From an optimization exercise on the open Yosys and OpenROAD flow, aimed at small area; shortcuts taken in it are not production practice.
In this exercise RTL edits were held to simulation tests only and were not proved equivalent to the original.
No activity file was given, so power comes from the tool's default toggle rates.

before:
// mbus_ascii_core
module mbus_ascii_core (
    input             clk,
    input             rst,          
    input             host_valid,
    output            host_ready,
    input      [2:0]  host_op,      
    input      [15:0] host_addr,    
    input      [15:0] host_wdata,
    output reg        rsp_valid,
    output reg [15:0] rsp_data
);
    localparam integer N = 51;      
    localparam [2:0] OP_RDREG = 3'd0, OP_WRREG = 3'd1, OP_RDIB = 3'd2,
                     OP_WRIB  = 3'd3, OP_RDOB  = 3'd4;
    localparam [7:0] STX = 8'h02, ETX = 8'h03, ACK = 8'h06, NAK = 8'h15;
    localparam [2:0] M_NONE = 3'd0, M_DPDEC = 3'd1, M_DPENC = 3'd2, M_CKSUM = 3'd3,
                     M_BUILD = 3'd4, M_ACK = 3'd6, M_NAK = 3'd7;
    function [16:0] radd(input [15:0] a, input [15:0] b, input ci);
        integer k;
        reg c;
        begin
            c = ci;
            for (k = 0; k < 16; k = k + 1) begin
                radd[k] = a[k] ^ b[k] ^ c;
                c = (a[k] & b[k]) | (c & (a[k] ^ b[k]));
            end
            radd[16] = c;
        end
    endfunction
    function ge(input [15:0] a, input [15:0] b);
        reg [16:0] s;
        begin
            s  = radd(a, ~b, 1'b1);
            ge = s[16];
        end
    endfunction
    function [7:0] hex_digit(input [3:0] v);
        reg [16:0] s;
        begin
  ...
Size: roughly 1700 cells after synthesis, roughly 56 I/O pins, ~0.023 mm^2 of cells after synthesis.
==> flow/config.mk <==
export PLATFORM = sky130hd
export DESIGN_NAME = mbus_ascii_core
export DESIGN_NICKNAME = mbus_ascii_core
export VERILOG_FILES = /design/flow/design.v
export SDC_FILE = /design/flow/constraint.sdc
export NUM_CORES = 4
export LEC_CHECK = 0
export ABC_AREA = 0
export ABC_CLOCK_PERIOD_IN_PS = 10000
export CAP_MARGIN = 20
export CORE_MARGIN = 2
export CORE_UTILIZATION = 40
export PLACE_DENSITY = 0.6
export SLEW_MARGIN = 20
==> flow/constraint.sdc <==
create_clock -name core_clock -period 10.0 [get_ports {clk}]
set_input_delay 2.0000 -clock core_clock [delete_from_list [all_inputs] [get_ports {clk}]]
set_output_delay 2.0000 -clock core_clock [all_outputs]
set_load 0.01 [all_outputs]
standard.sh (not shown) runs the stock make flow with config.mk's settings and CLKGATE_MAP_FILE= SYNTH_SCRIPT=/design/flow/synth_recipe.tcl, a recipe that flattens the netlist after the stock synthesis.
==> flow/flow/run.sh <==
#!/bin/bash
# The standard layout (the standard.sh, unchanged synthesis), with a
# leaner clock tree: small clock buffers in small clusters and no dummy
# balancing loads; and minimum-size buffers on the ports.
set -euo pipefail
export CTS_ARGS="-sink_clustering_enable -repair_clock_nets -dont_use_dummy_load -buf_list sky130_fd_sc_hd__clkbuf_4 -sink_clustering_size 10 -sink_clustering_max_diameter 35"
export BUFFER_PORTS_ARGS="-buffer_cell sky130_fd_sc_hd__buf_1"
bash standard.sh > standard.log 2>&1
No stage failed in before, and the final checks on the layout all came back clean.
What after does differently from before at the input level:
--- a/flow/flow/run.sh
+++ b/flow/flow/run.sh
@@ -6 +6 @@
-export CTS_ARGS="-sink_clustering_enable -repair_clock_nets -dont_use_dummy_load -buf_list sky130_fd_sc_hd__clkbuf_4 -sink_clustering_size 10 -sink_clustering_max_diameter 35"
+export CTS_ARGS="-sink_clustering_enable -repair_clock_nets -dont_use_dummy_load -buf_list sky130_fd_sc_hd__clkbuf_4 -sink_clustering_size 11 -sink_clustering_max_diameter 40"
Results
Wire length of the first global-routing pass delta (before -> after): insignificant
after vs. before: end-of-flow core utilization shows no meaningful change; wire length neither gained nor lost much.
Diff after..before | number of cells upsized or downsized after cts | unchanged
Between after and before, the difference in met3 layer usage reported by global route is negligible.
The flow did not stop early for after: all stages ran, and the layout cleared the timing, design-rule and antenna checks.
before | stages: all done | timing, DRC, antenna: all pass
Detailed-routed wire length on met3: after higher than before

========
## the baseline
Another version of the RTL of mbus_ascii_core (not shown whole).
Size in the first run: roughly 2100 cells after synthesis, roughly 840 flip-flops, ~24000 sq um of cells after synthesis.
==> flow/config.mk <==
export PLATFORM = sky130hd
export DESIGN_NAME = mbus_ascii_core
export DESIGN_NICKNAME = mbus_ascii_core
export VERILOG_FILES = /design/flow/design.v
export SDC_FILE = /design/flow/constraint.sdc
export NUM_CORES = 4
export LEC_CHECK = 0
export ABC_AREA = 1
export CAP_MARGIN = 20
export CORE_MARGIN = 2
export CORE_UTILIZATION = 40
export PLACE_DENSITY = 0.6
export SLEW_MARGIN = 20
==> flow/constraint.sdc <==
create_clock -name core_clock -period 10.0 [get_ports {clk}]
set_input_delay 2.0000 -clock core_clock [delete_from_list [all_inputs] [get_ports {clk}]]
set_output_delay 2.0000 -clock core_clock [all_outputs]
set_load 0.01 [all_outputs]
run.sh (not shown) runs the stock make flow with config.mk's settings and CLKGATE_MAP_FILE= SYNTH_SCRIPT=/design/flow/synth_recipe.tcl, a recipe that flattens the netlist after the stock synthesis.
Stock flow here: none of the scripts above is used.
> inputs changed (the baseline -> the candidate)
==> flow/flow/run.sh (new file) <==
#!/bin/bash
# The standard layout (the standard.sh, unchanged synthesis), with a
# leaner clock tree: small clock buffers in small clusters and no dummy
# balancing loads; and minimum-size buffers on the ports.
set -euo pipefail
export CTS_ARGS="-sink_clustering_enable -repair_clock_nets -dont_use_dummy_load -buf_list sky130_fd_sc_hd__clkbuf_4 -sink_clustering_size 10 -sink_clustering_max_diameter 35"
export BUFFER_PORTS_ARGS="-buffer_cell sky130_fd_sc_hd__buf_1"
bash standard.sh > standard.log 2>&1
==> flow/standard.sh (new file) <==
#!/bin/bash
# synth_recipe.tcl (not shown) runs the flow's synth.tcl, then flattens the netlist and writes it again
# the make line also repeats each setting of config.mk as NAME=value (left out here)
make -C /OpenROAD-flow-scripts/flow DESIGN_CONFIG=/design/flow/config.mk WORK_HOME=/design/flow/orfs CLKGATE_MAP_FILE= SYNTH_SCRIPT=/design/flow/synth_recipe.tcl "${@:-finish}"
removed: flow/run.sh
==> run summary <==
- The candidate finished every step from synthesis to the final layout, and the layout passed the timing, design-rule and antenna checks.
- Looking at critical-path cell with the highest stage delay, the sky130_fd_sc_hd__clkdlybuf4s50_1 result is from the baseline; the sky130_fd_sc_hd__fa_1 one comes from the candidate.
- Changes observed in the candidate relative to the baseline: layout buffering overhead excluding clock cells down 1.2 points, share of the clock period used by the worst path down 9.0 points, setup slack at placement up 0.86 ns.
- Per the comparison of the candidate with the baseline, final worst clock skew increased by 0.10 ns relative to the old numbers; sequential cell power closely matched the old numbers; met2 wire length decreased by 0.60% relative to the old numbers.

[static timing again, ports no longer ideal]
Ports are ideal in the flow. The routed layouts listed here were re-timed in OpenROAD. Step 1 sets driving cells, clkbuf_16 on the clock port and buf_2 on the other inputs (assumed; they add their load-dependent delay and slew). Step 2 adds t to the input delays and takes it off the output delays; t is the mean of the earliest and latest rising clock arrival at the registers after step 1. Input paths then give back, and output paths get back, about the clock's delay inside the block. Slacks: no drivers / after step 1 / after step 2; pairs: no drivers / after step 1.
| run | t, ns | setup slack, ns | worst setup path after step 2 | clock arrival spread, ns |
|---|---|---|---|---|
| before | 0.853 | 1.368 / 1.349 / 1.349 | input to output | 0.152 / 0.152 |
| after | 0.842 | 1.375 / 1.356 / 1.356 | input to output | 0.122 / 0.121 |
| the baseline | 0.680 | 0.886 / 0.781 / 0.781 | input to output | 0.036 / 0.036 |
| the candidate | 0.891 | 1.783 / 1.697 / 1.615 | input to register | 0.146 / 0.145 |
After both steps every run listed still meets setup and hold. The setup slack of the candidate, which loses most, moves by -0.086 ns with the drivers and by -0.168 ns with both steps.
